Source: an optimization exercise on an open RTL-to-GDS flow (aim: small area, a short achievable clock period and few clock cycles). Production flows keep margins and buffers that such runs may drop.
RTL that was checked went through simulation tests only; none was proved equivalent to the original.
Only the layout flow was run in runs 1 and 2; the RTL was not checked for function there.
Power and IR drop assume default switching activity.

$ cat flow/standard.sh
#!/bin/bash
# synth_recipe.tcl (not shown) runs the flow's synth.tcl, then flattens the netlist and writes it again
# the make line also repeats each setting of config.mk as NAME=value (left out here)
make -C /OpenROAD-flow-scripts/flow DESIGN_CONFIG=/design/flow/config.mk WORK_HOME=/design/flow/orfs CLKGATE_MAP_FILE= SYNTH_SCRIPT=/design/flow/synth_recipe.tcl "${@:-finish}"
$ cat flow/design.v
module ppe_codec (
    input  wire        clk,
    input  wire        rst,
    input  wire        cmd_valid,
    output wire        cmd_ready,
    input  wire [3:0]  cmd_op,
    input  wire [7:0]  cmd_seqaddr,
    input  wire [7:0]  cmd_cmd,
    input  wire [10:0] cmd_len,
    input  wire        in_valid,
    output wire        in_ready,
    input  wire [7:0]  in_data,
    output wire        out_valid,
    input  wire        out_ready,
    output wire [7:0]  out_data,
    output wire        res_valid,
    input  wire        res_ready,
    output wire [3:0]  res_err,
    output wire [15:0] res_crc,
    output wire [7:0]  res_start,
    output wire [7:0]  res_seqaddr,
    output wire [7:0]  res_flen
);
    localparam [3:0] ERR_NONE      = 4'h0;
    localparam [3:0] ERR_TRUNCATED = 4'h5;
    localparam [3:0] ERR_CHECKSUM  = 4'h6;
    localparam [3:0] ERR_TOO_LARGE = 4'h8;
    localparam [3:0] ERR_ILLEGAL   = 4'hF;
    localparam [3:0] S_IDLE  = 4'd0,
                     S_CIN   = 4'd1,    
                     S_CZ    = 4'd2,    
                     S_EH0   = 4'd4,    
                     S_EH1   = 4'd5,    
                     S_EH2   = 4'd6,    
                     S_EH3   = 4'd7,    
                     S_EDATA = 4'd8,    
                     S_D0    = 4'd9,    
                     S_D1    = 4'd10,   
                     S_D2    = 4'd11,   
                     S_PAY   = 4'd12,   
                     S_CK0   = 4'd13,   
                     S_CK1   = 4'd14,   
                     S_SKIP  = 4'd15;   
    reg [3:0]  state;
    reg [10:0] rem;        
    reg        lst;        
    reg [7:0]  pcnt;       
    reg        plst;       
    reg        nneg;       
    reg        nbig;       
    reg [15:0] crc;
    reg [7:0]  start_b;
    reg [7:0]  seqaddr;    
    reg [7:0]  flen;       
    reg        mlo;        
    reg        tcrc;       
    reg        rcrc;       
    reg        hdr;        
    reg        pt;         
    reg [1:0]  ts;         
    reg        ttc;        
    reg        first;      
    reg [3:0]  werr;       
    reg        fp;         
    reg        rv;
    reg [3:0]  err;
    assign res_valid   = rv;
    assign res_err     = err;
    assign res_crc     = crc;
    assign res_start   = start_b;
    assign res_seqaddr = seqaddr;
    assign res_flen    = flen;
    function [10:0] dec11(input [10:0] x);    
        integer k;
        reg     z;
        begin
            z = 1'b1;
            for (k = 0; k < 11; k = k + 1) begin
                dec11[k] = x[k] ^ z;
                z = z & ~x[k];
            end
        end
    endfunction
    function [7:0] dec8(input [7:0] x);       
        integer k;
        reg     z;
        begin
            z = 1'b1;
            for (k = 0; k < 8; k = k + 1) begin
                dec8[k] = x[k] ^ z;
                z = z & ~x[k];
            end
        end
    endfunction
    function [7:0] inc8(input [7:0] x);       
        integer k;
        reg     c;
        begin
            c = 1'b1;
            for (k = 0; k < 8; k = k + 1) begin
                inc8[k] = x[k] ^ c;
                c = c & x[k];
            end
        end
    endfunction
    function lt8(input [7:0] a, input [7:0] b);    
        integer k;
        reg     r;
        begin
            r = 1'b0;
            for (k = 0; k < 8; k = k + 1)
                r = (~a[k] & b[k]) | (~(a[k] ^ b[k]) & r);
            lt8 = r;
        end
    endfunction
    wire slot = ~rv | res_ready;
    wire ta   = |ts;       
    wire st_inc  = (state == S_CIN) | (state == S_D1) | (state == S_D2);
    wire st_inn  = (state == S_D0) | (state == S_CK0) | (state == S_CK1) | (state == S_SKIP);
    wire st_gen  = (state == S_EH0) | hdr;
    reg [7:0] gbyte;
    always @* begin
        if (ts[0])      gbyte = crc[7:0];
        else if (ts[1]) gbyte = crc[15:8];
        else if (hdr)   gbyte = seqaddr;
        else            gbyte = 8'h7F;
    end
    assign cmd_ready = slot & ~fp & (state == S_IDLE);
    assign in_ready  = st_inn | (st_inc & ~ta & (~rv | ~rcrc | res_ready)) |
                       (pt & ~ta & out_ready & slot);
    assign out_valid = slot & (ta | st_gen | (pt & in_valid));
    assign out_data  = (pt & ~ta) ? in_data : gbyte;
    wire cmd_fire = cmd_valid & cmd_ready;
    wire in_fire  = in_valid & in_ready;
    wire out_fire = out_valid & out_ready;
    wire [7:0]  cbyte = hdr ? seqaddr : in_data;
    wire [15:0] base  = crc | {16{first}};
    wire [7:0]  t     = base[15:8] ^ cbyte;
    wire        p     = (^base[15:8]) ^ (^cbyte);
    wire [15:0] crc_next = {
        base[7] ^ p,
        base[6:2],
        base[1] ^ t[7],
        base[0] ^ t[6] ^ t[7],
        t[5] ^ t[6], t[4] ^ t[5], t[3] ^ t[4], t[2] ^ t[3], t[1] ^ t[2], t[0] ^ t[1],
        p ^ t[0],
        p };
    wire trunc = nneg | (~nbig & lt8(pcnt, in_data));
    wire ok    = mlo & (in_data == crc[15:8]);
    wire cmd_zero = (cmd_len == 11'd0);
    wire cmd_big  = (|cmd_len[10:8]) | (&cmd_len[7:0]);
    wire [10:0] rem_m1 = dec11(rem);
    wire [10:0] rem_m4 = {rem[10:2] - 9'd1, rem[1:0]};
    reg [3:0] state_n;
    reg       fin;         
    reg [3:0] fin_err;
    reg       crc_step;
    reg       crc_ffff;
    reg       tstart;      
    always @* begin
        state_n  = state;
        fin      = 1'b0;
        fin_err  = werr;
        crc_step = 1'b0;
        crc_ffff = 1'b0;
        tstart   = 1'b0;
        case (state)
            S_IDLE: if (cmd_fire) begin
                case (cmd_op)
                    4'h1: state_n = cmd_zero ? S_CZ : S_CIN;
                    4'h2: state_n = cmd_big ? S_SKIP : S_EH0;
                    4'h3: if (cmd_zero) begin fin = 1'b1; fin_err = ERR_TRUNCATED; end
                          else state_n = S_D0;
                    default: if (cmd_zero) begin fin = 1'b1; fin_err = ERR_ILLEGAL; end
                             else state_n = S_SKIP;
                endcase
            end
            S_CIN: if (in_fire) begin
                crc_step = 1'b1;
                if (lst) begin tstart = 1'b1; state_n = S_IDLE; end
            end
            S_CZ: if (~ta & (~rv | ~rcrc | res_ready)) begin
                crc_ffff = 1'b1; tstart = 1'b1; state_n = S_IDLE;
            end
            S_EH0: if (out_fire & ~ta) state_n = S_EH1;
            S_EH1: if (out_fire) begin crc_step = 1'b1; state_n = S_EH2; end
            S_EH2: if (out_fire) begin crc_step = 1'b1; state_n = S_EH3; end
            S_EH3: if (out_fire) begin
                crc_step = 1'b1;
                if (rem == 11'd0) begin tstart = 1'b1; state_n = S_IDLE; end
                else state_n = S_EDATA;
            end
            S_EDATA: if (in_fire) begin
                crc_step = 1'b1;
                if (lst) begin tstart = 1'b1; state_n = S_IDLE; end
            end
            S_D0: if (in_fire) begin
                if (lst) begin fin = 1'b1; fin_err = ERR_TRUNCATED; state_n = S_IDLE; end
                else state_n = S_D1;
            end
            S_D1: if (in_fire) begin
                crc_step = 1'b1;
                if (lst) begin fin = 1'b1; fin_err = ERR_TRUNCATED; state_n = S_IDLE; end
                else state_n = S_D2;
            end
            S_D2: if (in_fire) begin
                crc_step = 1'b1;
                if (lst) begin fin = 1'b1; fin_err = ERR_TRUNCATED; state_n = S_IDLE; end
                else if (trunc) state_n = S_SKIP;
                else if (in_data == 8'd0) state_n = S_CK0;
                else state_n = S_PAY;
            end
            S_PAY: if (in_fire) begin
                crc_step = 1'b1;
                if (plst) state_n = S_CK0;
            end
            S_CK0: if (in_fire) state_n = S_CK1;
            S_CK1: if (in_fire) begin
                if (lst) begin fin = 1'b1; fin_err = ok ? ERR_NONE : ERR_CHECKSUM; state_n = S_IDLE; end
                else state_n = S_SKIP;
            end
            S_SKIP: if (in_fire & lst) begin fin = 1'b1; state_n = S_IDLE; end
            default: ;
        endcase
    end
    wire traise = ts[1] & out_fire;
    wire fraise = (fin | fp) & slot & ~ta;
    wire raise  = traise | fraise;
    always @(posedge clk) begin
        if (rst) begin
            state <= S_IDLE;
            hdr   <= 1'b0;
            pt    <= 1'b0;
            ts    <= 2'd0;
            rv    <= 1'b0;
            fp    <= 1'b0;
        end else begin
            state <= state_n;
            hdr   <= (state_n == S_EH1) | (state_n == S_EH2) | (state_n == S_EH3);
            pt    <= (state_n == S_EDATA) | (state_n == S_PAY);
            if (tstart) ts <= 2'd1;
            else if (out_fire & ta) ts <= {ts[0], 1'b0};
            rv    <= raise | (rv & ~res_ready);
            fp    <= (fin | fp) & ~fraise;
        end
    end
    always @(posedge clk) begin
        if (raise) err <= traise ? ERR_NONE : fin ? fin_err : werr;
        if (raise) rcrc <= traise & ttc;
        if (tstart) ttc <= tcrc;
        if (fin) werr <= fin_err;
        if (crc_step) crc <= crc_next;
        else if (crc_ffff) crc <= 16'hFFFF;
        if (hdr & out_fire) begin
            seqaddr <= flen;
            flen    <= pcnt;
        end
        if (cmd_fire) first <= 1'b1;
        else if (crc_step) first <= 1'b0;
        if (cmd_fire) begin
            rem  <= cmd_len;
            lst  <= (cmd_len == 11'd1);
            tcrc <= (cmd_op == 4'h1);
            if (~fin) werr <= (cmd_op == 4'h2) ? ERR_TOO_LARGE : ERR_ILLEGAL;
            if (cmd_op == 4'h2) begin
                seqaddr <= cmd_seqaddr;
                pcnt    <= cmd_cmd;
                flen    <= inc8(cmd_len[7:0]);
            end
        end else if (in_fire) begin
            rem <= rem_m1;
            lst <= (rem == 11'd2);
        end
        if (in_fire) begin
            case (state)
                S_D0: start_b <= in_data;
                S_D1: begin
                    seqaddr <= in_data;
                    pcnt    <= rem_m4[7:0];
                    nneg    <= rem_m4[10];
                    nbig    <= ~rem_m4[10] & (|rem_m4[9:8]);
                end
                S_D2: begin
                    flen <= in_data;
                    pcnt <= in_data;
                    plst <= (in_data == 8'd1);
                    if (trunc) werr <= ERR_TRUNCATED;
                end
                S_PAY: begin
                    pcnt <= dec8(pcnt);
                    plst <= (pcnt == 8'd2);
                end
                S_CK0: mlo <= (in_data == crc[7:0]);
                S_CK1: werr <= ok ? ERR_NONE : ERR_CHECKSUM;
                default: ;
            endcase
        end
    end
endmodule
$ cat flow/constraint.sdc
create_clock -name core_clock -period 4.5 [get_ports {clk}]
set_input_delay 0.9000 -clock core_clock [delete_from_list [all_inputs] [get_ports {clk}]]
set_output_delay 0.9000 -clock core_clock [all_outputs]
set_load 0.01 [all_outputs]
$ cat flow/config.mk
export PLATFORM = sky130hd
export DESIGN_NAME = ppe_codec
export DESIGN_NICKNAME = ppe_codec
export VERILOG_FILES = /design/flow/design.v
export SDC_FILE = /design/flow/constraint.sdc
export NUM_CORES = 4
export LEC_CHECK = 0
export CAP_MARGIN = 20
export CORE_MARGIN = 2
export CORE_UTILIZATION = 40
export CTS_BUF_LIST = sky130_fd_sc_hd__clkbuf_8
export CTS_CLUSTER_DIAMETER = 100
export CTS_CLUSTER_SIZE = 40
export SETUP_SLACK_MARGIN = 1.6
export SLEW_MARGIN = 20
$ cat flow/flow/run.sh
#!/bin/bash
# Standard layout, but the port buffers are plain buf_2 cells instead of the
# resizer's default pick (a 0.5 ns delay buffer).
set -euo pipefail
export BUFFER_PORTS_ARGS="-buffer_cell sky130_fd_sc_hd__buf_2"
bash standard.sh > standard_flow.log 2>&1
==> qor.yml, run 1 <==
outcome:
  outcome: "timing/DRC/antenna clean"
critical_path:
  worst_path_largest_cell_delay_ns: 0.39
  rr_worst_depth: 8
  r2r-end: "crc[12]"
  r2r_slack_ns: 1.67
  cp_max_fo: 6
  crit_family: "flip-flops"
  cp_slowest_cell: "dfxtp_4"
  crit_buf_inv: 2
  crit_path_start_kind: "flip-flop"
  worst_setup_path_end_kind: "output port"
  crit_type: "flip-flop to output port"
  required_ns: 3.60
  path_cells: "buf_8, mux2_2, a32o_1, or2_2, buf_2"
  cp.arrival_ns: 2.00
  r2r_start: "state[1]"
sta:
  slew_headroom_pct: 59.01
  setup_viol: 0
  finalCriticalPeriod_ns: 2.904
  fmax_ghz: 0.3444
  rsz0062_at_grt: "yes"
  final.setup_skew_ns: 0.01210
  tightest_slew_ns: 0.6142
  tns_ns: 0
  finalHoldViolCount: 0
  fin_crit_sh_pct: 64.53
  slew_violations: 0
synthesis:
  synth_nets: 763
  synth_largest_area_cell: "edfxtp_1"
  yosysWarnings: 1
  async_reset_ff_share_pct: 0
  netlist_top_cells_count: "nor2_1 (79), nand2_1 (64), a21oi_1 (48), edfxtp_1 (47), xnor2_1 (46)"
  synth_area_leaders: "edfxtp_1 (23%), dfxtp_1 (13%), ha_1 (7.1%)"
  postSynthCellCount: 684
  ys.flop_type: "edfxtp_1"
  synth_cell_type_count: 68
  synth_most_common_cell: "nor2_1"
  synth_area_mm2: 0.006011
  syn_avg_cell_area_um2: 8.788
  synth_top_area_share_pct: 23.48
  ys_ff_latch: 86
  synth-edff-count: 47
  yosysSeqAreaShare_pct: 36.47
place:
  place_area_mm2: 0.006666
  io_buffers: 100
  hpwl_um: 13510
  place.gp.congestion: 0.9042
min_path:
  holdPathEnd: "ttc"
  hold_class: "flip-flop to flip-flop"
  whs_path_depth: 0
  min_from: "tcrc"
finish:
  drive_above_1_share_pct: 22.75
  stdcell_area_mm2: 0.007043
  n_fill_cell: 1370
  final_nets: 852
  syn_to_final_growth_pct: 17.17
  diodes: 0
floorplanning:
  std_cell_rows: 44
  die-area_mm2: 0.01602
  die_w_um: 126.6
  die_h_um: 126.6
  core_mm2: 0.01459
  boundaryPins: 101
  initial_core_util_pct: 41.20
clock_network:
  cts_sinks: 86
  clockBufferDepth: 2
  clock_latency_ns: 0.38
  clk_pin_slew_ns: 0.08
  numCtsBuffers: 9
  cts_hold_buf: 0
  root_buffer: "clkbuf_8"
  cts_tree: "done"
  htree_levels: 3
drt:
  wl_um: 18110
  ant_nets: 0
  post-route-drc-count: 0
  maxUsedRoutingLayer: "met4"
  met1_length_um: 8299
  avgRoutedWirePerCell_um: 18.82
  dr.pass1.iters: 5
  routed-via-count: 5498
  via_per_inst: 5.715
  dr_wl_met2_um: 8470
  wl_met3_um: 1032
  drtIter0Drc: 417
global_route:
  antenna_found_initial: 0
  grt_max_degree: 43
  grt-ovfl-total: 0
  grt_pass1_wl_um: 28410
  track_usage_pct: 22.63
  grt_pass1_vias: 5369
power:
  peakVddDrop_v: 0.0004201
  p_leak_nw: 2.850
  power.density_mw_per_mm2: 567.1
flow_run:
  maxCapViolations: 0
## area by class of cell
| class | count | area [um2] | share of cell area [%] |
|---|---|---|---|
| Tap cell | 184 | 230.2 | 3.269 |
| Timing Repair Buffer | 118 | 685.7 | 9.735 |
| Clock buffer | 10 | 137.6 | 1.954 |
| Inverter | 28 | 108.9 | 1.546 |
| Multi-Input combinational cell | 530 | 3617 | 51.36 |
| Clock inverter | 6 | 62.56 | 0.8883 |
| Sequential cell | 86 | 2201 | 31.25 |
## worst reg2reg max path, delay by kind of cell (launching register included)
kind / cells / cell delay, ns
flip-flops: 1 / 0.37
buffers and inverters: 2 / 0.32
AND/OR/NAND/NOR: 2 / 0.62
AO/OA/AOI/OAI: 4 / 1.16
## stage by stage
step | hold slack [ns] | util [%] | total power, W | worst slack (ns) | instances
detailed placement | 0.4276 | 45.69 | 0.003353 | 1.091 | 938
CTS | 0.4468 | 47.73 | 0.003958 | 1.588 | 958
floorplan | 0.4003 | - | 0.002728 | 1.708 | 684
finish | 0.4414 | 48.28 | 0.003994 | 1.596 | 962
global placement | 0.4277 | 45.69 | 0.003319 | 1.115 | 938
global route | 0.4624 | 48.28 | 0.004278 | 1.545 | 962
## cell families (layout without fill, tap and decap cells)
family                     count (synthesis)  in the layout  share of synthesized area [%]
AOI/OAI and AO/OA                        163            163                          17.63
and+or+nand+nor                          228            228                          18.09
xor gates and xnor gates                  65             65                          9.471
DFF                                       86             86                          36.47
buffers and inverters                     68            162                          4.309
adders and majority gates                 34             34                          7.077
muxes                                     40             40                          6.953
## flip-flops by register name, summed over array words and instances, names as in the netlist, 2 cells and up
register	count
flen	8
ts	2
seqaddr	8
state	4
err	4
start_b	8
rem	11
crc	16
werr	4
pcnt	8
## layout by cell type, fill, tap and decap left out, drive strengths merged, types with 9 or more instances in the layout
| master | n |
|---|---|
| a21oi | 48 |
| buf | 116 |
| clkbuf | 11 |
| dfxtp | 39 |
| edfxtp | 47 |
| ha | 34 |
| inv | 29 |
| mux2 | 14 |
| mux2i | 26 |
| nand2 | 64 |
| nand2b | 9 |
| nand3 | 12 |
| nand4 | 9 |
| nor2 | 79 |
| nor3 | 13 |
| o211ai | 9 |
| o21a | 10 |
| o21ai | 41 |
| o22ai | 11 |
| xnor2 | 46 |
| xor2 | 19 |
## worst max-delay path by stage
stage,from,end,slack (ns),cells after the start
2_1_floorplan,res_ready,start_b[0],1.71,5
3_3_place_gp,res_ready,crc[12],1.12,7
3_5_place_dp,res_ready,crc[14],1.09,8
4_1_cts,ts[0],out_data[7],1.59,4
5_1_grt,state[1],in_ready,1.54,5
6_report,state[1],in_ready,1.60,5
## timing repair
| item | 4_1_cts | 5_1_grt |
|---|---|---|
| pin swaps | 2 | 0 |
| gates cloned | 1 | 1 |
| buffers inserted | 3 | 3 |
| endpoints found under the setup margin | 49 | 51 |
| resized for setup | 12 | 10 |
## power by group
group          switching (W)  internal [W]  leakage (nW)
clock network       0.000282      0.000271         0.108
registers           0.000287       0.00112         0.713
logic                0.00116      0.000875          2.03
## per-layer routing
metal  track usage, %  up-vias
met2            37.59      204
li1                 -     2630
met5                0        -
met3            3.880       24
met1            30.38     2640
met4            6.464        0
==> inputs of run 2 (changes only) <==
--- a/flow/design.v
+++ b/flow/design.v
@@ -63,9 +63,9 @@
     reg [3:0]  werr;       
     reg        fp;         
     reg        rv;
-    reg [3:0]  err;
+    reg        rz;         
     assign res_valid   = rv;
-    assign res_err     = err;
+    assign res_err     = werr & {4{~rz}};
     assign res_crc     = crc;
     assign res_start   = start_b;
     assign res_seqaddr = seqaddr;
@@ -245,7 +245,7 @@
         end
     end
     always @(posedge clk) begin
-        if (raise) err <= traise ? ERR_NONE : fin ? fin_err : werr;
+        if (raise) rz <= traise;
         if (raise) rcrc <= traise & ttc;
         if (tstart) ttc <= tcrc;
         if (fin) werr <= fin_err;
--- a/flow/config.mk
+++ b/flow/config.mk
@@ -5,6 +5,7 @@
 export SDC_FILE = /design/flow/constraint.sdc
 export NUM_CORES = 4
 export LEC_CHECK = 0
+export ABC_AREA = 1
 export CAP_MARGIN = 20
 export CORE_MARGIN = 2
 export CORE_UTILIZATION = 40
==> run 2 against run 1 <==
Compared with the run above: non-clock buffer count down 12; still clean; sequential share of layout area hardly changed; flip-flop and latch count shrank 3; critical path type is now input pin to output port; worst hold slack got worse by 0.0058 ns; first-iteration DRC count grew 11%; die area shrank 3.0%.
==> qor.yml, run 2 <==
finish:
  largest-register: "crc"  # unchanged
  multi_input_area_mm2: 0.003194  # was 0.003617 mm2
  n_fill_cell: 1488  # was 1370
  biggestRegsByFlops: "crc x16, rem x11"  # unchanged
  final_cells: 1075  # was 962
  diodes: 0  # unchanged
  stdcell_area_mm2: 0.006738  # was 0.007043 mm2
  largest_reg_flops: 16  # unchanged
  final_nets: 965  # was 852
  seq_area_mm2: 0.002106  # was 0.002201 mm2
  mostFrequentLayoutCells: "nand2_1 (165), inv_1 (113), buf_2 (100), nor2_1 (75), o21ai_0 (68)"  # was buf_2 (100), nor2_1 (77), nand2_1 (62), a21oi_1 (47), edfxtp_1 (47)
  drive_above_1_share_pct: 17.28  # was 22.75%
  layout_commonest_cell: "nand2_1"  # was buf_2
  syn_to_final_growth_pct: 15.68  # was 17.17%
sta:
  setup_ws_ns: 1.696  # was 1.596 ns
  tightest_slew_ns: 0.8523  # was 0.6142 ns
  tns_ns: 0  # unchanged
  slew_violations: 0  # unchanged
  slew_headroom_pct: 42.97  # was 59.01%
  finalHoldViolCount: 0  # unchanged
  fmax_ghz: 0.3567  # was 0.3444 GHz
  rsz0062_at_grt: "no"  # was yes
  final.setup_skew_ns: 0.01546  # was 0.01210 ns
  finalCriticalPeriod_ns: 2.804  # was 2.904 ns
  fin_crit_sh_pct: 62.31  # was 64.53%
  setup_viol: 0  # unchanged
clock_network:
  root_buffer: "clkbuf_8"  # unchanged
  cts_sinks: 83  # was 86
  clk_pin_slew_ns: 0.08  # about the same
  clockBufferDepth: 2  # unchanged
  clock_latency_ns: 0.38  # about the same
  numCtsBuffers: 9  # unchanged
  htree_levels: 3  # unchanged
  cts_tree: "done"  # unchanged
synthesis:
  syn_avg_cell_area_um2: 7.363  # was 8.788 um2
  yosysSeqAreaShare_pct: 36.09  # was 36.47%
  netlist_top_cells_count: "nand2_1 (166), inv_1 (113), nor2_1 (77), o21ai_0 (68), nand3_1 (48)"  # was nor2_1 (79), nand2_1 (64), a21oi_1 (48), edfxtp_1 (47), xnor2_1 (46)
  synth_top_area_share_pct: 22.69  # was 23.48%
  synth-edff-count: 44  # was 47
  synth_area_mm2: 0.005824  # was 0.006011 mm2
  ys.flop_type: "edfxtp_1"  # unchanged
  synth_nets: 870  # was 763
  synth_most_common_cell: "nand2_1"  # was nor2_1
  postSynthCellCount: 791  # was 684
  synth_area_leaders: "edfxtp_1 (23%), dfxtp_1 (13%), nand2_1 (11%)"  # was edfxtp_1 (23%), dfxtp_1 (13%), ha_1 (7.1%)
  synth_largest_area_cell: "edfxtp_1"  # unchanged
  yosysWarnings: 1  # unchanged
  ys_ff_latch: 83  # was 86
  synth_cell_type_count: 45  # was 68
  async_reset_ff_share_pct: 0  # unchanged
drt:
  post-route-drc-count: 0  # unchanged
  drtIter0Drc: 464  # was 417
  ant_nets: 0  # unchanged
  via_per_inst: 5.250  # was 5.715
  dr.pass1.iters: 6  # was 5
  avgRoutedWirePerCell_um: 16.31  # was 18.82 um
  routed-via-count: 5644  # was 5498
  wl_um: 17540  # was 18110 um
critical_path:
  cp.arrival_ns: 1.90  # was 2.00 ns
  cp_max_fo: 11  # was 6
  crit_path_start_kind: "input pin"  # was flip-flop
  rr_worst_depth: 12  # was 8
  crit_type: "input pin to output port"  # was flip-flop to output port
  worst_setup_path_end_kind: "output port"  # unchanged
  required_ns: 3.60  # about the same
place:
  dpl_worst_slack_ns: 0.9064  # was 1.091 ns
  dp_cells: 1055  # was 938
  hpwl_um: 13420  # was 13510 um
  place.gp.congestion: 0.9538  # was 0.9042
  io_buffers: 100  # unchanged
  place_area_mm2: 0.006480  # was 0.006666 mm2
power:
  power.density_mw_per_mm2: 578.2  # was 567.1 mW/mm2
  p_leak_nw: 3.084  # was 2.850 nW
  peakVddDrop_v: 0.0001784  # was 0.0004201 V
global_route:
  grt-ovfl-total: 0  # unchanged
  grt_pass1_wl_um: 28250  # was 28410 um
  track_usage_pct: 22.99  # was 22.63%
  grt_max_degree: 35  # was 43
  antenna_found_initial: 0  # unchanged
  grt_pass1_vias: 5301  # was 5369
floorplanning:
  initial_core_util_pct: 40.53  # was 41.20%
  die_h_um: 124.7  # was 126.6 um
  std_cell_rows: 44  # unchanged
  die-area_mm2: 0.01554  # was 0.01602 mm2
  die_w_um: 124.7  # was 126.6 um
  core_mm2: 0.01437  # was 0.01459 mm2
  boundaryPins: 101  # unchanged
outcome:
  outcome: "timing/DRC/antenna clean"  # unchanged
min_path:
  whs_path_depth: 0  # unchanged
  hold_class: "flip-flop to flip-flop"  # unchanged
flow_run:
  maxCapViolations: 0  # unchanged
## run 2: area by class of cell
class	count	share of cell area, %
clock buffers	9	1.838
clock inverters	7	0.9285
inverters	121	6.945
multi-input cells	564	47.41
flip-flops and latches	83	31.25
well taps	184	3.417
repair buffers	106	8.097
repair inverters	1	0.1114
## run 2: metrics by stage
| stage | utilization [%] | hold WS [ns] | power, W |
|---|---|---|---|
| finish | 46.89 | 0.4355 | 0.003896 |
| global route | 46.89 | 0.4621 | 0.004255 |
| CTS | 46.65 | 0.4449 | 0.003887 |
| detailed placement | 45.10 | 0.4253 | 0.003321 |
| global placement | 45.10 | 0.4265 | 0.003319 |
| floorplan | - | 0.4003 | 0.002724 |
## run 2: timing repair
action	CTS	global route
setup endpoints to repair	28	18
cloned	0	1
buffers inserted	2	1
resized for setup	8	9
hold buffers	0	0
pin swaps	1	0
## run 2: power breakdown
group          internal, W  switching (W)  leakage [nW]
registers          0.00108       0.000232         0.686
clock network     0.000251       0.000292        0.0992
logic             0.000781        0.00126          2.30
## run 2: worst paths after layout
| kind | start | end | slack, ns |
|---|---|---|---|
| max reg2reg | ts[0] | crc[5] | 1.83 |
| max | res_ready | in_ready | 1.70 |
| min | tcrc | ttc | 0.44 |
| min reg2reg | tcrc | ttc | 0.44 |
## run 2: worst max-delay path: stages
cell     delay [ns]
buf_2          0.11
nor2_4         0.18
nor2_1         0.06
buf_4          0.18
a21oi_2        0.22
nand2_1        0.11
buf_2          0.15
## run 2: metal layers
metal	part of all wire [%]	GRT usage [%]	routed length, um
met1	48	32.34	8412
met2	43	34.97	7596
met3	5.6	3.952	989
met4	3.1	9.518	538
met5	0	0	0
## run 2: cells by family after synthesis
family / after synthesis / share of synthesized area [%]
compound gates: 158 / 16.56
xor+xnor: 47 / 7.068
fa+ha+maj: 34 / 7.304
buf+inv: 144 / 9.495
flops: 83 / 36.09
simple gates: 325 / 23.48
==> inputs of run 3 (changes only) <==
--- a/flow/design.v
+++ b/flow/design.v
@@ -118,18 +118,14 @@
     wire st_inc  = (state == S_CIN) | (state == S_D1) | (state == S_D2);
     wire st_inn  = (state == S_D0) | (state == S_CK0) | (state == S_CK1) | (state == S_SKIP);
     wire st_gen  = (state == S_EH0) | hdr;
-    reg [7:0] gbyte;
-    always @* begin
-        if (ts[0])      gbyte = crc[7:0];
-        else if (ts[1]) gbyte = crc[15:8];
-        else if (hdr)   gbyte = seqaddr;
-        else            gbyte = 8'h7F;
-    end
     assign cmd_ready = slot & ~fp & (state == S_IDLE);
     assign in_ready  = st_inn | (st_inc & ~ta & (~rv | ~rcrc | res_ready)) |
                        (pt & ~ta & out_ready & slot);
     assign out_valid = slot & (ta | st_gen | (pt & in_valid));
-    assign out_data  = (pt & ~ta) ? in_data : gbyte;
+    wire pto = pt & ~ta;
+    wire s7f = ~pt & ~ta & ~hdr;
+    assign out_data  = ({8{pto}} & in_data) | ({8{ts[0]}} & crc[7:0]) | ({8{ts[1]}} & crc[15:8]) |
+                       ({8{hdr}} & seqaddr) | {1'b0, {7{s7f}}};
     wire cmd_fire = cmd_valid & cmd_ready;
     wire in_fire  = in_valid & in_ready;
     wire out_fire = out_valid & out_ready;
==> run 3 against run 2 <==
Compared with the run above: still clean on timing, DRC and antenna; cell area fell by 1.3%; maximum frequency increased by 2.0%; sequential power about the same.
==> qor.yml, run 3 <==
outcome:
  outcome: "timing/DRC/antenna clean"  # unchanged
synthesis:
  ys_ff_latch: 83  # unchanged
  synth_area_leaders: "edfxtp_1 (23%), dfxtp_1 (14%), nand2_1 (10%)"  # was edfxtp_1 (23%), dfxtp_1 (13%), nand2_1 (11%)
  synth-edff-count: 44  # unchanged
  yosysWarnings: 1  # unchanged
  yosysSeqAreaShare_pct: 36.37  # was 36.09%
  ys.flop_type: "edfxtp_1"  # unchanged
  netlist_top_cells_count: "nand2_1 (157), inv_1 (100), o21ai_0 (68), nor2_1 (66), nand3_1 (45)"  # was nand2_1 (166), inv_1 (113), nor2_1 (77), o21ai_0 (68), nand3_1 (48)
  syn_avg_cell_area_um2: 7.457  # was 7.363 um2
  synth_area_mm2: 0.005779  # was 0.005824 mm2
  synth_cell_type_count: 46  # was 45
  synth_nets: 854  # was 870
  synth_largest_area_cell: "edfxtp_1"  # unchanged
  synth_most_common_cell: "nand2_1"  # unchanged
  async_reset_ff_share_pct: 0  # unchanged
  postSynthCellCount: 775  # was 791
  synth_top_area_share_pct: 22.86  # was 22.69%
finish:
  drive_above_1_share_pct: 18.46  # was 17.28%
  biggestRegsByFlops: "crc x16, rem x11"  # unchanged
  syn_to_final_growth_pct: 15.07  # was 15.68%
  largest_reg_flops: 16  # unchanged
  mostFrequentLayoutCells: "nand2_1 (154), inv_1 (101), buf_2 (100), o21ai_0 (68), nor2_1 (64)"  # was nand2_1 (165), inv_1 (113), buf_2 (100), nor2_1 (75), o21ai_0 (68)
  final_nets: 946  # was 965
  n_fill_cell: 1469  # was 1488
  largest-register: "crc"  # unchanged
  stdcell_area_mm2: 0.006650  # was 0.006738 mm2
  layout_commonest_cell: "nand2_1"  # unchanged
  diodes: 0  # unchanged
critical_path:
  required_ns: 3.60  # about the same
  r2r-end: "rem[10]"  # was crc[5]
  crit_family: "simple AND/OR/NAND/NOR gates"  # was buffers and inverters
  crit_buf_inv: 3  # unchanged
  cp.arrival_ns: 1.85  # was 1.90 ns
  path_cells: "inv_2, nand2_2, inv_1, nand3_1, nand3_1, buf_2"  # was buf_2, nor2_4, nor2_1, buf_4, a21oi_2, nand2_1, buf_2
  r2r_slack_ns: 1.87  # was 1.83 ns
  rr_worst_depth: 12  # unchanged
  crit_type: "flip-flop to output port"  # was input pin to output port
  crit_path_start_kind: "flip-flop"  # was input pin
  cp_common_cell: "nand3_1"  # was buf_2
  cp_max_fo: 8  # was 11
  cp-startpoint: "ts[1]"  # was res_ready
  worst_path_largest_cell_delay_ns: 0.51  # was 0.22 ns
  cp_slowest_cell: "dfxtp_1"  # was a21oi_2
  worst_setup_path_end_kind: "output port"  # unchanged
  r2r_start: "rem[0]"  # was ts[0]
sta:
  hold_ws_ns: 0.4699  # was 0.4355 ns
  fin_crit_sh_pct: 61.11  # was 62.31%
  final.setup_skew_ns: 0.01878  # was 0.01546 ns
  fmax_ghz: 0.3636  # was 0.3567 GHz
  finalCriticalPeriod_ns: 2.750  # was 2.804 ns
  rsz0062_at_grt: "no"  # unchanged
  setup_ws_ns: 1.750  # was 1.696 ns
  slew_headroom_pct: 53.55  # was 42.97%
  finalHoldViolCount: 0  # unchanged
  tns_ns: 0  # unchanged
  slew_violations: 0  # unchanged
  setup_viol: 0  # unchanged
  tightest_slew_ns: 0.6941  # was 0.8523 ns
place:
  io_buffers: 100  # unchanged
  dpl_worst_slack_ns: 0.9743  # was 0.9064 ns
  place.gp.congestion: 0.8888  # was 0.9538
  hpwl_um: 13230  # was 13420 um
  place_area_mm2: 0.006429  # was 0.006480 mm2
global_route:
  grt_max_degree: 37  # was 35
  grt_pass1_wl_um: 27300  # was 28250 um
  grt_pass1_vias: 5212  # was 5301
  grt-ovfl-total: 0  # unchanged
  track_usage_pct: 22.05  # was 22.99%
  antenna_found_initial: 0  # unchanged
flow_run:
  maxCapViolations: 0  # unchanged
clock_network:
  clockBufferDepth: 2  # unchanged
  postCtsSetupRepairBufs: 0  # was 2
  numCtsBuffers: 9  # unchanged
  htree_levels: 3  # unchanged
  cts_sinks: 83  # unchanged
  root_buffer: "clkbuf_8"  # unchanged
  cts_tree: "done"  # unchanged
  clk_pin_slew_ns: 0.09  # was 0.08 ns
  clock_latency_ns: 0.38  # about the same
drt:
  post-route-drc-count: 0  # unchanged
  wl_um: 17040  # was 17540 um
  via_per_inst: 5.291  # was 5.250
  dr.pass1.iters: 5  # was 6
  ant_nets: 0  # unchanged
  drtIter0Drc: 512  # was 464
  avgRoutedWirePerCell_um: 16.20  # was 16.31 um
  routed-via-count: 5566  # was 5644
floorplanning:
  initial_core_util_pct: 41.31  # was 40.53%
  die-area_mm2: 0.01543  # was 0.01554 mm2
  die_w_um: 124.2  # was 124.7 um
  std_cell_rows: 43  # was 44
  core_mm2: 0.01399  # was 0.01437 mm2
  die_h_um: 124.2  # was 124.7 um
  boundaryPins: 101  # unchanged
min_path:
  min_from: "tcrc"  # unchanged
  hold_class: "flip-flop to flip-flop"  # unchanged
  holdPathEnd: "ttc"  # unchanged
  whs_path_depth: 0  # unchanged
power:
  power.density_mw_per_mm2: 596.8  # was 578.2 mW/mm2
  peakVddDrop_v: 0.0002340  # was 0.0001784 V
  p_leak_nw: 2.932  # was 3.084 nW
## run 3: area by class of cell
type | instances | area (um2) | area share (%)
multi-input cells | 559 | 3188 | 47.94
flip-flops and latches | 83 | 2102 | 31.61
repair buffers | 102 | 515.5 | 7.752
inverters | 112 | 426.7 | 6.416
well taps | 180 | 225.2 | 3.387
clock buffers | 9 | 123.9 | 1.863
clock inverters | 7 | 68.82 | 1.035
## run 3: timing repair
item / CTS / global route
cloned: 0 / 0
setup endpoints to repair: 17 / 42
gates resized for setup: 2 / 8
hold buffers: 0 / 0
## run 3: power breakdown
part / leakage [nW] / internal [W] / total (W) / switching, W
Combinational: 2.15 / 0.000743 / 0.00209 / 0.00134
Clock: 0.0974 / 0.000256 / 0.000555 / 0.000299
Sequential: 0.684 / 0.00110 / 0.00133 / 0.000225
Total: 2.93 / 0.00210 / 0.00397 / 0.00187
## run 3: worst max-delay path by stage
stage | endpoint | slack [ns] | depth (start not counted)
after floorplan | crc[0] | 1.82 | 10
after global placement | crc[8] | 1.0 | 11
after detailed placement | crc[8] | 0.97 | 11
after CTS | crc[8] | 1.64 | 11
after global routing | hdr | 1.62 | 15
final | out_data[0] | 1.75 | 6
## run 3: per-stage QoR
step                      util (%)  cells  total power [W]
after global placement       45.96   1036         0.003399
after CTS                    47.37   1052         0.003960
after floorplan                  -    775         0.002756
final                        47.54   1052         0.003969
after global routing         47.54   1052         0.004327
after detailed placement     45.96   1036         0.003399
## run 3: kinds of logic (layout without fill, tap and decap cells)
group	after synthesis	count (layout)	share of synthesized area (%)
flops	83	83	36.37
simple gates	314	314	23.92
xor+xnor	42	42	6.365
fa+ha+maj	34	34	7.361
buf+inv	133	230	8.855
compound gates	169	169	17.13
## run 3: per-layer routing
metal / GRT usage, % / vias up / share of wire (%)
met5: 0 / - / 0
met1: 31.08 / 2527 / 48
met2: 33.82 / 215 / 43
met4: 7.072 / 0 / 1.9
li1: - / 2798 / -
met3: 4.604 / 26 / 7.1
Testbench counts of run 3, summed over its fixed seeds: cycles 47,088.
==> inputs of run 4 (changes only) <==
--- a/flow/config.mk
+++ b/flow/config.mk
@@ -12,5 +12,5 @@
 export CTS_BUF_LIST = sky130_fd_sc_hd__clkbuf_8
 export CTS_CLUSTER_DIAMETER = 100
 export CTS_CLUSTER_SIZE = 40
-export SETUP_SLACK_MARGIN = 1.6
+export SETUP_SLACK_MARGIN = 2.05
 export SLEW_MARGIN = 20
==> run 4 against run 3 <==
Compared with the run above: critical path depth unchanged; routed wire length is 6.4% higher; largest power group unchanged; still clean; area after synthesis is the same; combinational power up 14%; sequential share of layout area fell by 2.1 points; first-iteration DRC count is 22% higher.
==> qor.yml, run 4 <==
synthesis:
  netlist_top_cells_count: "nand2_1 (157), inv_1 (100), o21ai_0 (68), nor2_1 (66), nand3_1 (45)"  # unchanged
  synth_area_leaders: "edfxtp_1 (23%), dfxtp_1 (14%), nand2_1 (10%)"  # unchanged
  ys_ff_latch: 83  # unchanged
  synth_area_mm2: 0.005779  # unchanged
  synth_top_area_share_pct: 22.86  # unchanged
  yosysWarnings: 1  # unchanged
  synth_largest_area_cell: "edfxtp_1"  # unchanged
  syn_avg_cell_area_um2: 7.457  # unchanged
  yosysSeqAreaShare_pct: 36.37  # unchanged
  ys.flop_type: "edfxtp_1"  # unchanged
  synth_nets: 854  # unchanged
  postSynthCellCount: 775  # unchanged
  synth-edff-count: 44  # unchanged
  async_reset_ff_share_pct: 0  # unchanged
  synth_most_common_cell: "nand2_1"  # unchanged
  synth_cell_type_count: 46  # unchanged
floorplanning:
  initial_core_util_pct: 41.31  # unchanged
  core_mm2: 0.01399  # unchanged
  die_h_um: 124.2  # unchanged
  boundaryPins: 101  # unchanged
  std_cell_rows: 43  # unchanged
  die-area_mm2: 0.01543  # unchanged
  die_w_um: 124.2  # unchanged
global_route:
  grt-ovfl-total: 0  # unchanged
  antenna_found_initial: 0  # unchanged
  grt_pass1_wl_um: 28740  # was 27300 um
  grt_pass1_vias: 5357  # was 5212
  grt_max_degree: 37  # unchanged
  track_usage_pct: 23.36  # was 22.05%
clock_network:
  clock_latency_ns: 0.38  # about the same
  clockBufferDepth: 2  # unchanged
  clk_pin_slew_ns: 0.09  # about the same
  numCtsBuffers: 9  # unchanged
  htree_levels: 3  # unchanged
  cts_tree: "done"  # unchanged
  cts_hold_buf: 0  # unchanged
  root_buffer: "clkbuf_8"  # unchanged
  cts_sinks: 83  # unchanged
finish:
  multi_input_area_mm2: 0.003395  # was 0.003188 mm2
  final_nets: 971  # was 946
  largest-register: "crc"  # unchanged
  seq_area_mm2: 0.002122  # was 0.002102 mm2
  final_cells: 1077  # was 1052
  biggestRegsByFlops: "crc x16, rem x11"  # unchanged
  n_fill_cell: 1411  # was 1469
  largest_reg_flops: 16  # unchanged
  diodes: 0  # unchanged
  syn_to_final_growth_pct: 24.31  # was 15.07%
  drive_above_1_share_pct: 24.75  # was 18.46%
  mostFrequentLayoutCells: "nand2_1 (151), inv_1 (96), buf_2 (94), o21ai_0 (64), nor2_1 (60)"  # was nand2_1 (154), inv_1 (101), buf_2 (100), o21ai_0 (68), nor2_1 (64)
  layout_commonest_cell: "nand2_1"  # unchanged
power:
  power.switching_w: 0.002015  # was 0.001867 W
  netSwitchingFraction_pct: 45.65  # was 47.05%
  peakVddDrop_v: 0.0002578  # was 0.0002340 V
  p_comb_share_pct: 54.2  # was 52.6%
  p_leak_nw: 3.110  # was 2.932 nW
  power.density_mw_per_mm2: 614.4  # was 596.8 mW/mm2
  clockPowerShare_pct: 15.3  # was 14.0%
  intPower_w: 0.002399  # was 0.002101 W
  pwr-share-seq_pct: 30.6  # was 33.4%
critical_path:
  rr_worst_depth: 10  # was 12
  required_ns: 3.60  # about the same
  cp-endpoint: "in_ready"  # was out_data[0]
  r2r_slack_ns: 2.14  # was 1.87 ns
  r2r_start: "state[1]"  # was rem[0]
  crit_path_start_kind: "input pin"  # was flip-flop
  crit_type: "input pin to output port"  # was flip-flop to output port
  cp_max_fo: 4  # was 8
  worst_setup_path_end_kind: "output port"  # unchanged
  r2r-end: "crc[8]"  # was rem[10]
  cp.arrival_ns: 1.63  # was 1.85 ns
  cp-startpoint: "res_ready"  # was ts[1]
outcome:
  outcome: "timing/DRC/antenna clean"  # unchanged
place:
  dp_cells: 1036  # unchanged
  dpl_worst_slack_ns: 1.246  # was 0.9743 ns
  place.gp.congestion: 0.8926  # was 0.8888
  io_buffers: 100  # unchanged
  hpwl_um: 13370  # was 13230 um
sta:
  rsz0062_at_grt: "yes"  # was no
  fmax_ghz: 0.3947  # was 0.3636 GHz
  tightest_slew_ns: 0.7412  # was 0.6941 ns
  final.setup_skew_ns: 0.01310  # was 0.01878 ns
  slew_headroom_pct: 50.40  # was 53.55%
  tns_ns: 0  # unchanged
  slew_violations: 0  # unchanged
  fin_crit_sh_pct: 56.30  # was 61.11%
  finalHoldViolCount: 0  # unchanged
  setup_viol: 0  # unchanged
  finalCriticalPeriod_ns: 2.534  # was 2.750 ns
  setup_ws_ns: 1.966  # was 1.750 ns
drt:
  wl_um: 18130  # was 17040 um
  post-route-drc-count: 0  # unchanged
  dr.pass1.iters: 5  # unchanged
  routed-via-count: 5752  # was 5566
  drtIter0Drc: 624  # was 512
  dr_wl_met2_um: 7900  # was 7399 um
  ant_nets: 0  # unchanged
  met1_length_um: 8629  # was 8113 um
  avgRoutedWirePerCell_um: 16.83  # was 16.20 um
  maxUsedRoutingLayer: "met4"  # unchanged
  via_per_inst: 5.341  # was 5.291
  wl_met3_um: 1247  # was 1206 um
flow_run:
  maxCapViolations: 0  # unchanged
min_path:
  hold_class: "flip-flop to flip-flop"  # unchanged
-- run 4: cell type report --
type | count | share of cell area (%)
multi-input combinational | 561 | 47.25
sequential | 83 | 29.54
timing repair buffer | 125 | 10.50
inverter | 112 | 6.217
tap | 180 | 3.135
clock buffer | 9 | 1.724
clock inverter | 7 | 1.637
-- run 4: stage by stage --
step / utilization [%] / total power, W / hold slack, ns / instance area (um2)
global placement: 46.03 / 0.003417 / 0.4718 / 6439
detailed placement: 46.03 / 0.003422 / 0.4589 / 6439
floorplan: - / 0.002760 / 0.4003 / 5792
finish: 51.36 / 0.004414 / 0.4927 / 7184
CTS: 49.46 / 0.004231 / 0.4866 / 6919
global route: 51.36 / 0.004803 / 0.4902 / 7184
-- run 4: power by group through the flow --
| stage | registers (W) | clock network (W) | logic, W |
|---|---|---|---|
| finish | 0.00135 | 0.000674 | 0.00239 |
| global route | 0.00138 | 0.000714 | 0.00271 |
| CTS | 0.00133 | 0.000685 | 0.00222 |
| detailed placement | 0.00134 | 0 | 0.00208 |
| global placement | 0.00134 | 0 | 0.00207 |
| floorplan | 0.00129 | 0 | 0.00147 |
-- run 4: cell families after synthesis --
| group | after synthesis | synth area share, % |
|---|---|---|
| DFF | 83 | 36.37 |
| buffers and inverters | 133 | 8.855 |
| xor gates and xnor gates | 42 | 6.365 |
| AOI/OAI and AO/OA | 169 | 17.13 |
| adders and majority gates | 34 | 7.361 |
| and+or+nand+nor | 314 | 23.92 |
-- run 4: what timing repair did --
item | in CTS | in global routing
setup endpoints to repair | 80 | 63
cloned | 1 | 1
endpoints found under the hold margin | 0 | 0
pin swaps | 10 | 11
gates resized for setup | 54 | 36
setup buffers | 7 | 16
-- run 4: worst max-delay path, stage by stage --
cell and delay (ns):
buf_6 0.09, nor2_4 0.18, nor2_4 0.06, a21oi_2 0.13, nand2_2 0.12, buf_6 0.14
-- run 4: worst min path at each step --
stage | start | to | depth (start not counted)
after global placement | tcrc | ttc | 0
after floorplan | tcrc | ttc | 0
final | tcrc | ttc | 0
after CTS | tcrc | ttc | 0
after detailed placement | tcrc | ttc | 0
after global routing | tcrc | ttc | 0
-- run 4: metal layers --
| layer | up-vias | global-route usage [%] |
|---|---|---|
| li1 | 2849 | - |
| met1 | 2649 | 33.98 |
| met2 | 227 | 35.39 |
| met3 | 27 | 3.916 |
| met4 | 0 | 7.270 |
| met5 | - | 0 |
==> inputs of run 5 (changes only) <==
--- a/flow/config.mk
+++ b/flow/config.mk
@@ -12,5 +12,5 @@
 export CTS_BUF_LIST = sky130_fd_sc_hd__clkbuf_8
 export CTS_CLUSTER_DIAMETER = 100
 export CTS_CLUSTER_SIZE = 40
-export SETUP_SLACK_MARGIN = 2.05
+export SETUP_SLACK_MARGIN = 1.9
 export SLEW_MARGIN = 20
==> run 5 against run 4 <==
Compared with the run above: combinational power decreased by 9.2%; register-to-register slack got worse by 0.13 ns; sequential share of layout area increased by 1.4 points; worst hold slack got worse by 0.0054 ns; cell area decreased by 4.7%; final cell count decreased by 1.4%; first-iteration DRC count decreased by 14%; critical path type unchanged; highest routed layer unchanged.
==> qor.yml, run 5 <==
outcome:
  outcome: "timing/DRC/antenna clean"  # unchanged
synthesis:
  ys_ff_latch: 83  # unchanged
  async_reset_ff_share_pct: 0  # unchanged
  synth-edff-count: 44  # unchanged
  synth_cell_type_count: 46  # unchanged
  synth_nets: 854  # unchanged
  synth_area_leaders: "edfxtp_1 (23%), dfxtp_1 (14%), nand2_1 (10%)"  # unchanged
  netlist_top_cells_count: "nand2_1 (157), inv_1 (100), o21ai_0 (68), nor2_1 (66), nand3_1 (45)"  # unchanged
  syn_avg_cell_area_um2: 7.457  # unchanged
  yosysSeqAreaShare_pct: 36.37  # unchanged
  synth_largest_area_cell: "edfxtp_1"  # unchanged
  synth_area_mm2: 0.005779  # unchanged
  synth_most_common_cell: "nand2_1"  # unchanged
  ys.flop_type: "edfxtp_1"  # unchanged
  postSynthCellCount: 775  # unchanged
  synth_top_area_share_pct: 22.86  # unchanged
  yosysWarnings: 1  # unchanged
clock_network:
  clock_latency_ns: 0.38  # about the same
  numCtsBuffers: 9  # unchanged
  cts_tree: "done"  # unchanged
  clk_pin_slew_ns: 0.09  # about the same
  cts_sinks: 83  # unchanged
  cts_hold_buf: 0  # unchanged
  htree_levels: 3  # unchanged
  clockBufferDepth: 2  # unchanged
  root_buffer: "clkbuf_8"  # unchanged
sta:
  fmax_ghz: 0.3815  # was 0.3947 GHz
  setup_viol: 0  # unchanged
  tns_ns: 0  # unchanged
  fin_crit_sh_pct: 58.25  # was 56.30%
  finalCriticalPeriod_ns: 2.621  # was 2.534 ns
  hold_ws_ns: 0.4873  # was 0.4927 ns
  tightest_slew_ns: 0.7019  # was 0.7412 ns
  slew_violations: 0  # unchanged
  slew_headroom_pct: 53.03  # was 50.40%
  finalHoldViolCount: 0  # unchanged
  final.setup_skew_ns: 0.02161  # was 0.01310 ns
  rsz0062_at_grt: "yes"  # unchanged
critical_path:
  cp_slowest_cell: "nor2_4"  # unchanged
  cp_max_fo: 4  # unchanged
  crit_path_start_kind: "input pin"  # unchanged
  crit_type: "input pin to output port"  # unchanged
  worst_setup_path_end_kind: "output port"  # unchanged
  path_cells: "buf_6, nor2_4, buf_12, nor2_4, a21oi_2, nand2_2, buf_6"  # was buf_6, nor2_4, nor2_4, a21oi_2, nand2_2, buf_6
  worst_path_largest_cell_delay_ns: 0.16  # was 0.18 ns
  cp.arrival_ns: 1.72  # was 1.63 ns
  required_ns: 3.60  # about the same
global_route:
  grt_pass1_wl_um: 27740  # was 28740 um
  grt-ovfl-total: 0  # unchanged
  antenna_found_initial: 0  # unchanged
  grt_pass1_vias: 5284  # was 5357
  grt_max_degree: 37  # unchanged
  track_usage_pct: 22.49  # was 23.36%
drt:
  via_per_inst: 5.239  # was 5.341
  ant_nets: 0  # unchanged
  routed-via-count: 5564  # was 5752
  wl_um: 17470  # was 18130 um
  post-route-drc-count: 0  # unchanged
  drtIter0Drc: 538  # was 624
  avgRoutedWirePerCell_um: 16.45  # was 16.83 um
  dr.pass1.iters: 5  # unchanged
finish:
  largest-register: "crc"  # unchanged
  stdcell_area_mm2: 0.006849  # was 0.007184 mm2
  final_nets: 956  # was 971
  biggestRegsByFlops: "crc x16, rem x11"  # unchanged
  layout_commonest_cell: "nand2_1"  # unchanged
  mostFrequentLayoutCells: "nand2_1 (154), buf_2 (98), inv_1 (97), o21ai_0 (67), nor2_1 (62)"  # was nand2_1 (151), inv_1 (96), buf_2 (94), o21ai_0 (64), nor2_1 (60)
  drive_above_1_share_pct: 21.54  # was 24.75%
  largest_reg_flops: 16  # unchanged
  syn_to_final_growth_pct: 18.51  # was 24.31%
  diodes: 0  # unchanged
floorplanning:
  boundaryPins: 101  # unchanged
  die_w_um: 124.2  # unchanged
  std_cell_rows: 43  # unchanged
  die-area_mm2: 0.01543  # unchanged
  core_mm2: 0.01399  # unchanged
  die_h_um: 124.2  # unchanged
  initial_core_util_pct: 41.31  # unchanged
power:
  power.density_mw_per_mm2: 597.7  # was 614.4 mW/mm2
  peakVddDrop_v: 0.0002792  # was 0.0002578 V
  p_leak_nw: 2.992  # was 3.110 nW
place:
  place_area_mm2: 0.006424  # was 0.006439 mm2
  place.gp.congestion: 0.8891  # was 0.8926
  io_buffers: 100  # unchanged
  hpwl_um: 13310  # was 13370 um
flow_run:
  maxCapViolations: 0  # unchanged
min_path:
  hold_class: "flip-flop to flip-flop"  # unchanged
run 5: cell counts after synthesis:
Identical to the previous run, type by type.
run 5: worst max-delay path, delay by kind of cell:
family | cells | cell delay, ns
AOI/OAI and AO/OA | 1 | 0.12
and+or+nand+nor | 3 | 0.32
buffers and inverters | 3 | 0.37
run 5: final cells by class:
cell class              instances  area [um2]
repair buffers                111       608.1
multi-input cells             560        3269
inverters                     112       437.9
flip-flops and latches         83        2118
clock buffers                   9       123.9
fillers                      1497        7139
clock inverters                 7       66.31
well taps                     180       225.2
run 5: where the power goes:
group	total [W]	internal [W]	switching, W
combinational	0.00217	0.000799	0.00137
sequential	0.00137	0.00111	0.000256
clock	0.000555	0.000255	0.000300
total	0.00409	0.00217	0.00193
run 5: what timing repair did:
action | CTS | global route
gates cloned | 1 | 0
pin swaps | 2 | 6
setup buffers | 4 | 6
gates resized for setup | 20 | 26
setup endpoints to repair | 59 | 56
run 5: metal layers:
| metal | global-route usage [%] | wire [um] |
|---|---|---|
| met1 | 32.28 | 8361 |
| met2 | 34.65 | 7649 |
| met3 | 4.045 | 1157 |
| met4 | 6.477 | 297 |
| met5 | 0 | 0 |
run 5: cell families after synthesis:
group	synth area share (%)
and+or+nand+nor	23.92
xor gates and xnor gates	6.365
adders and majority gates	7.361
DFF	36.37
buffers and inverters	8.855
AOI/OAI and AO/OA	17.13
run 5: path summary, 6_finish.rpt:
path	slack (ns)	endpoint	cells after the start	start
max	1.88	in_ready	7	res_ready
max reg2reg	2.01	rem[10]	12	rem[1]
min	0.49	pcnt[3]	2	pcnt[3]
min reg2reg	0.49	pcnt[3]	2	pcnt[3]
run 5: per-stage QoR:
stage	setup WS, ns	util, %	std cells	total power (W)
after detailed placement	1.123	45.92	1035	0.003402
after floorplan	1.944	-	775	0.002757
final	1.879	48.96	1062	0.004094
after global placement	1.196	45.92	1035	0.003394
after CTS	1.910	47.91	1056	0.004030
after global routing	1.844	48.96	1062	0.004432
==> inputs of run 6 (changes only) <==
==> flow/flow/run.sh (replaced) <==
#!/bin/bash
# Standard layout, but the port buffers are plain buf_1 cells instead of the
# resizer's default pick (a 0.5 ns delay buffer).
set -euo pipefail
export BUFFER_PORTS_ARGS="-buffer_cell sky130_fd_sc_hd__buf_1"
bash standard.sh > standard_flow.log 2>&1
--- a/flow/config.mk
+++ b/flow/config.mk
@@ -8,7 +8,7 @@
 export ABC_AREA = 1
 export CAP_MARGIN = 20
 export CORE_MARGIN = 2
-export CORE_UTILIZATION = 40
+export CORE_UTILIZATION = 75
 export CTS_BUF_LIST = sky130_fd_sc_hd__clkbuf_8
 export CTS_CLUSTER_DIAMETER = 100
 export CTS_CLUSTER_SIZE = 40
==> run 6 against run 5 <==
Compared with the run above: still clean on timing, DRC and antenna; first-iteration DRC count increased by 74%; die area decreased by 45%; via count increased by 14%; routed wire length increased by 4.6%; power increased by 3.5%; critical endpoint is now crc[1].
==> qor.yml, run 6 <==
synthesis:
  netlist_top_cells_count: "nand2_1 (157), inv_1 (100), o21ai_0 (68), nor2_1 (66), nand3_1 (45)"  # unchanged
  synth_nets: 854  # unchanged
  yosysSeqAreaShare_pct: 36.37  # unchanged
  yosysWarnings: 1  # unchanged
  synth_area_leaders: "edfxtp_1 (23%), dfxtp_1 (14%), nand2_1 (10%)"  # unchanged
  ys_ff_latch: 83  # unchanged
  synth_most_common_cell: "nand2_1"  # unchanged
  syn_avg_cell_area_um2: 7.457  # unchanged
  synth_cell_type_count: 46  # unchanged
  postSynthCellCount: 775  # unchanged
  synth_top_area_share_pct: 22.86  # unchanged
  async_reset_ff_share_pct: 0  # unchanged
  synth_largest_area_cell: "edfxtp_1"  # unchanged
  ys.flop_type: "edfxtp_1"  # unchanged
  synth_area_mm2: 0.005779  # unchanged
  synth-edff-count: 44  # unchanged
place:
  place.gp.congestion: 1.013  # was 0.8891
  io_buffers: 100  # unchanged
  hpwl_um: 12810  # was 13310 um
critical_path:
  crit_buf_inv: 3  # unchanged
  worst_path_largest_cell_delay_ns: 0.35  # was 0.16 ns
  cp_num_cells: 10  # was 7
  worst_setup_path_end_kind: "flip-flop"  # was output port
  cp.arrival_ns: 2.68  # was 1.72 ns
  cp-startpoint: "in_data[6]"  # was res_ready
  crit_path_start_kind: "input pin"  # unchanged
  cp_max_fo: 7  # was 4
  cp_common_cell: "xnor2_1"
  r2r_slack_ns: 1.98  # was 2.01 ns
  rr_worst_depth: 12  # unchanged
  cp_slowest_cell: "o21ai_1"  # was nor2_4
  crit_type: "input pin to flip-flop"  # was input pin to output port
  path_cells: "buf_2, inv_1, o21ai_1, xnor2_1, xnor2_1, xnor2_1, xnor2_2, inv_1, o21ai_1, a21o_1"  # was buf_6, nor2_4, buf_12, nor2_4, a21oi_2, nand2_2, buf_6
  required_ns: 4.62  # was 3.60 ns
  r2r_start: "rem[1]"  # unchanged
  crit_family: "XOR/XNOR gates"  # was buffers and inverters
drt:
  via_per_inst: 6.431  # was 5.239
  ant_nets: 0  # unchanged
  wl_um: 18280  # was 17470 um
  routed-via-count: 6322  # was 5564
  post-route-drc-count: 0  # unchanged
  avgRoutedWirePerCell_um: 18.59  # was 16.45 um
  dr.pass1.iters: 8  # was 5
  drtIter0Drc: 937  # was 538
flow_run:
  maxCapViolations: 0  # unchanged
clock_network:
  htree_levels: 3  # unchanged
  clk_pin_slew_ns: 0.08  # was 0.09 ns
  numCtsBuffers: 9  # unchanged
  cts_tree: "done"  # unchanged
  cts_sinks: 83  # unchanged
  root_buffer: "clkbuf_8"  # unchanged
  clockBufferDepth: 2  # unchanged
  cts_hold_buf: 0  # unchanged
  clock_latency_ns: 0.37  # was 0.38 ns
floorplanning:
  die-area_mm2: 0.008424  # was 0.01543 mm2
  initial_core_util_pct: 75.97  # was 41.31%
  std_cell_rows: 32  # was 43
  boundaryPins: 101  # unchanged
  core_mm2: 0.007607  # was 0.01399 mm2
  die_w_um: 91.78  # was 124.2 um
  die_h_um: 91.78  # was 124.2 um
finish:
  largest-register: "crc"  # unchanged
  largest_reg_flops: 16  # unchanged
  layout_commonest_cell: "nand2_1"  # unchanged
  biggestRegsByFlops: "crc x16, rem x11"  # unchanged
  drive_above_1_share_pct: 11.69  # was 21.54%
  final_nets: 955  # was 956
  fin_util_pct: 87.40  # was 48.96%
  mostFrequentLayoutCells: "nand2_1 (150), inv_1 (102), buf_1 (90), o21ai_0 (65), nor2_1 (61)"  # was nand2_1 (154), buf_2 (98), inv_1 (97), o21ai_0 (67), nor2_1 (62)
  syn_to_final_growth_pct: 15.05  # was 18.51%
  diodes: 0  # unchanged
global_route:
  grt_pass1_wl_um: 28060  # was 27740 um
  grt_max_degree: 37  # unchanged
  track_usage_pct: 42.26  # was 22.49%
  grt-ovfl-total: 0  # unchanged
  antenna_found_initial: 0  # unchanged
  grt_pass1_vias: 5699  # was 5284
sta:
  hold_ws_ns: 0.5130  # was 0.4873 ns
  finalCriticalPeriod_ns: 2.557  # was 2.621 ns
  slew_violations: 0  # unchanged
  final.setup_skew_ns: 0.01427  # was 0.02161 ns
  tightest_slew_ns: 0.7618  # was 0.7019 ns
  fmax_ghz: 0.3911  # was 0.3815 GHz
  rsz0062_at_grt: "no"  # was yes
  fin_crit_sh_pct: 56.81  # was 58.25%
  slew_headroom_pct: 49.03  # was 53.03%
  tns_ns: 0  # unchanged
  finalHoldViolCount: 0  # unchanged
  setup_viol: 0  # unchanged
min_path:
  whs_path_depth: 2  # unchanged
  min_from: "pcnt[3]"  # unchanged
  hold_class: "flip-flop to flip-flop"  # unchanged
power:
  power.density_mw_per_mm2: 637.3  # was 597.7 mW/mm2
  p_leak_nw: 2.792  # was 2.992 nW
  peakVddDrop_v: 0.0005773  # was 0.0002792 V
outcome:
  outcome: "timing/DRC/antenna clean"  # unchanged
## run 6: cell count changes in the layout (fill, tap and decap cells not counted), moves of 2 or more
| cell | previous run | this run |
|---|---|---|
| a21oi_2 | 2 | 4 |
| buf_1 | 0 | 90 |
| buf_2 | 98 | 7 |
| bufinv_16 | 1 | 3 |
| clkbuf_2 | 0 | 3 |
| clkinv_2 | 4 | 1 |
| inv_1 | 97 | 102 |
| nand2_1 | 154 | 150 |
| nand2_2 | 8 | 12 |
| o21ai_0 | 67 | 65 |
| o21ai_1 | 18 | 20 |
## run 6: layout make-up
cell class,count,area (um2)
clock buffers,9,123.9
multi-input cells,559,3268
flip-flops and latches,83,2116
repair buffers,111,474.2
clock inverters,7,105.1
well taps,102,127.6
fillers,428,958.4
inverters,112,434.2
## run 6: per-stage QoR
| step | power (W) | instances | worst slack [ns] | instance area, um2 |
|---|---|---|---|---|
| floorplan | 0.002757 | 775 | 1.944 | 5782 |
| global placement | 0.003250 | 957 | 1.296 | 6201 |
| detailed placement | 0.003342 | 957 | 1.172 | 6201 |
| CTS | 0.004039 | 980 | 1.902 | 6539 |
| global route | 0.004470 | 983 | 1.901 | 6649 |
| finish | 0.004238 | 983 | 1.943 | 6649 |
## run 6: kinds of logic after synthesis
kind of cell / Yosys count / share of synthesized area (%)
AND/OR/NAND/NOR: 314 / 23.92
buffers and inverters: 133 / 8.855
AO/OA/AOI/OAI: 169 / 17.13
adder cells (fa/ha/maj): 34 / 7.361
flip-flops: 83 / 36.37
XOR/XNOR: 42 / 6.365
## run 6: worst reg2reg max path, delay by kind of cell, from the launching register on
family                     cells  cell delay, ns
AOI/OAI and AO/OA              1            0.10
xor gates and xnor gates       1            0.15
adders and majority gates      9            1.59
buffers and inverters          1            0.05
DFF                            1            0.38
## run 6: routing by layer
metal / vias to the layer above / global-route usage [%] / wire length [um]
li1: 2805 / - / -
met1: 2789 / 54.22 / 6601
met2: 600 / 68.63 / 8321
met3: 128 / 9.696 / 2329
met4: 0 / 18.41 / 1023
met5: - / 0 / 0
## run 6: power by group
part	leakage (nW)	internal, W	switching [W]
clock	0.128	0.000362	0.000283
sequential	0.687	0.00111	0.000272
combinational	1.98	0.000755	0.00145
total	2.79	0.00223	0.00201
## run 6: path summary, 6_finish.rpt
| path | to |
|---|---|
| setup / recovery | crc[1] |
| hold / removal | pcnt[3] |
| setup reg to reg | rem[10] |
| hold reg to reg | pcnt[3] |
## run 6: timing repair
action / in CTS / in global routing
gates cloned: 0 / 0
resized for setup: 24 / 38
buffers inserted: 7 / 3
endpoints found under the hold margin: 0 / 0
pin swaps: 5 / 5
setup endpoints to repair: 61 / 48
==> inputs of run 7 (changes only) <==
--- a/flow/config.mk
+++ b/flow/config.mk
@@ -8,7 +8,7 @@
 export ABC_AREA = 1
 export CAP_MARGIN = 20
 export CORE_MARGIN = 2
-export CORE_UTILIZATION = 75
+export CORE_UTILIZATION = 60
 export CTS_BUF_LIST = sky130_fd_sc_hd__clkbuf_8
 export CTS_CLUSTER_DIAMETER = 100
 export CTS_CLUSTER_SIZE = 40
==> run 7 against run 6 <==
Compared with the run above: flip-flop and latch count did not move; largest cell class unchanged; combinational power fell by 2%; utilization fell by 16 points; global-route usage fell by 8.9 points; critical path type is now flip-flop to output port; setup slack improved by 0.018 ns; largest power group unchanged.
==> qor.yml, run 7 <==
outcome:
  outcome: "timing/DRC/antenna clean"  # unchanged
finish:
  biggestRegsByFlops: "crc x16, rem x11"  # unchanged
  diodes: 0  # unchanged
  multi_input_area_mm2: 0.003251  # was 0.003268 mm2
  layout_commonest_cell: "nand2_1"  # unchanged
  largest-register: "crc"  # unchanged
  drive_above_1_share_pct: 11.43  # was 11.69%
  final_nets: 958  # was 955
  seq_area_mm2: 0.002115  # was 0.002116 mm2
clock_network:
  numCtsBuffers: 9  # unchanged
  cts_sinks: 83  # unchanged
  clock_latency_ns: 0.37  # about the same
global_route:
  grt_most_used_layer: "met2"  # unchanged
  track_usage_pct: 33.36  # was 42.26%
  grt_use_met3_pct: 5.198  # was 9.696%
  use_met2_pct: 52.07  # was 68.63%
min_path:
  hold_class: "flip-flop to flip-flop"  # unchanged
  min_from: "pcnt[3]"  # unchanged
  whs_path_depth: 2  # unchanged
  holdPathEnd: "pcnt[3]"  # unchanged
power:
  power_w: 0.004031  # was 0.004238 W
  power.density_mw_per_mm2: 608.0  # was 637.3 mW/mm2
  peakVddDrop_v: 0.0003189  # was 0.0005773 V
  p_leak_nw: 2.762  # was 2.792 nW
critical_path:
  cp_max_fo: 8  # was 7
  path_cells: "inv_6, nand2_4, nor2_4, buf_4, nand2_1, o2111ai_1, buf_1"  # was buf_2, inv_1, o21ai_1, xnor2_1, xnor2_1, xnor2_1, xnor2_2, inv_1, o21ai_1, a21o_1
  cp.arrival_ns: 1.64  # was 2.68 ns
  r2r_slack_ns: 1.98  # about the same
  cp-startpoint: "ts[1]"  # was in_data[6]
  worst_setup_path_end_kind: "output port"  # was flip-flop
  required_ns: 3.60  # was 4.62 ns
  rr_worst_depth: 12  # unchanged
sta:
  finalCriticalPeriod_ns: 2.539  # was 2.557 ns
  final.setup_skew_ns: 0.01235  # was 0.01427 ns
  finalHoldViolCount: 0  # unchanged
  slew_headroom_pct: 54.27  # was 49.03%
  setup_ws_ns: 1.961  # was 1.943 ns
drt:
  routed-via-count: 5895  # was 6322
  wl_um: 17030  # was 18280 um
  post-route-drc-count: 0  # unchanged
floorplanning:
  core_mm2: 0.009284  # was 0.007607 mm2
  initial_core_util_pct: 62.25  # was 75.97%
place:
  dpl_worst_slack_ns: 1.246  # was 1.172 ns
  place.gp.congestion: 1.027  # was 1.013
synthesis:
  yosysSeqAreaShare_pct: 36.37  # unchanged
  async_reset_ff_share_pct: 0  # unchanged
  synth_area_mm2: 0.005779  # unchanged
  netlist_top_cells_count: "nand2_1 (157), inv_1 (100), o21ai_0 (68), nor2_1 (66), nand3_1 (45)"  # unchanged
flow_run:
  maxCapViolations: 0  # unchanged
## run 7: where the power goes
group          internal [W]  switching, W
clock              0.000210      0.000319
sequential          0.00111      0.000235
combinational      0.000747       0.00141
total               0.00207       0.00196
## run 7: through the flow
| stage | utilization (%) | cell area [um2] | instances |
|---|---|---|---|
| floorplan | - | 5782 | 775 |
| global placement | 67.40 | 6257 | 987 |
| detailed placement | 67.40 | 6257 | 987 |
| CTS | 70.11 | 6509 | 1005 |
| global route | 71.40 | 6629 | 1013 |
| finish | 71.40 | 6629 | 1013 |
## run 7: worst max-delay path by stage
| stage | endpoint | depth (start not counted) |
|---|---|---|
| 5_1_grt | crc[14] | 13 |
| 3_3_place_gp | crc[1] | 11 |
| 3_5_place_dp | crc[8] | 11 |
| 6_report | out_data[7] | 7 |
| 2_1_floorplan | rv | 15 |
| 4_1_cts | out_data[1] | 8 |
## run 7: cell type report
class | count | area share, %
Clock buffer | 9 | 1.869
Clock inverter | 7 | 0.8683
Sequential cell | 83 | 31.90
Timing Repair Buffer | 113 | 7.342
Tap cell | 129 | 2.435
Multi-Input combinational cell | 560 | 49.04
Inverter | 112 | 6.550
## run 7: cells by family after synthesis
family	after synthesis	synth area share (%)
AO/OA/AOI/OAI	169	17.13
flip-flops	83	36.37
buffers and inverters	133	8.855
adder cells (fa/ha/maj)	34	7.361
AND/OR/NAND/NOR	314	23.92
XOR/XNOR	42	6.365
## run 7: what timing repair did
action                     CTS  global route
resized for setup           19            31
pin swaps                    1             6
setup endpoints to repair   41            57
cloned                       1             0
setup buffers                1             8
## run 7: metal layers
layer | vias to the layer above | part of all wire (%)
li1 | 2825 | -
met1 | 2680 | 43
met2 | 346 | 45
met3 | 44 | 9.2
met4 | 0 | 2.6
met5 | - | 0
## run 7: worst reg2reg max path, cell delays in order (launching register included)
cell	delay [ns]
edfxtp_1	0.37
inv_2	0.06
ha_2	0.18
ha_1	0.18
ha_1	0.18
ha_1	0.19
ha_2	0.18
ha_2	0.18
ha_2	0.17
ha_2	0.16
ha_1	0.18
xnor2_1	0.16
o21ai_1	0.07

Check on run 7: ideal ports give 1.961 ns setup slack; a clkbuf_16 on the clock port and buf_2 on the inputs give 1.927 ns; moving port delays by the midpoint clock arrival (0.397 ns) as well gives 1.643 ns.
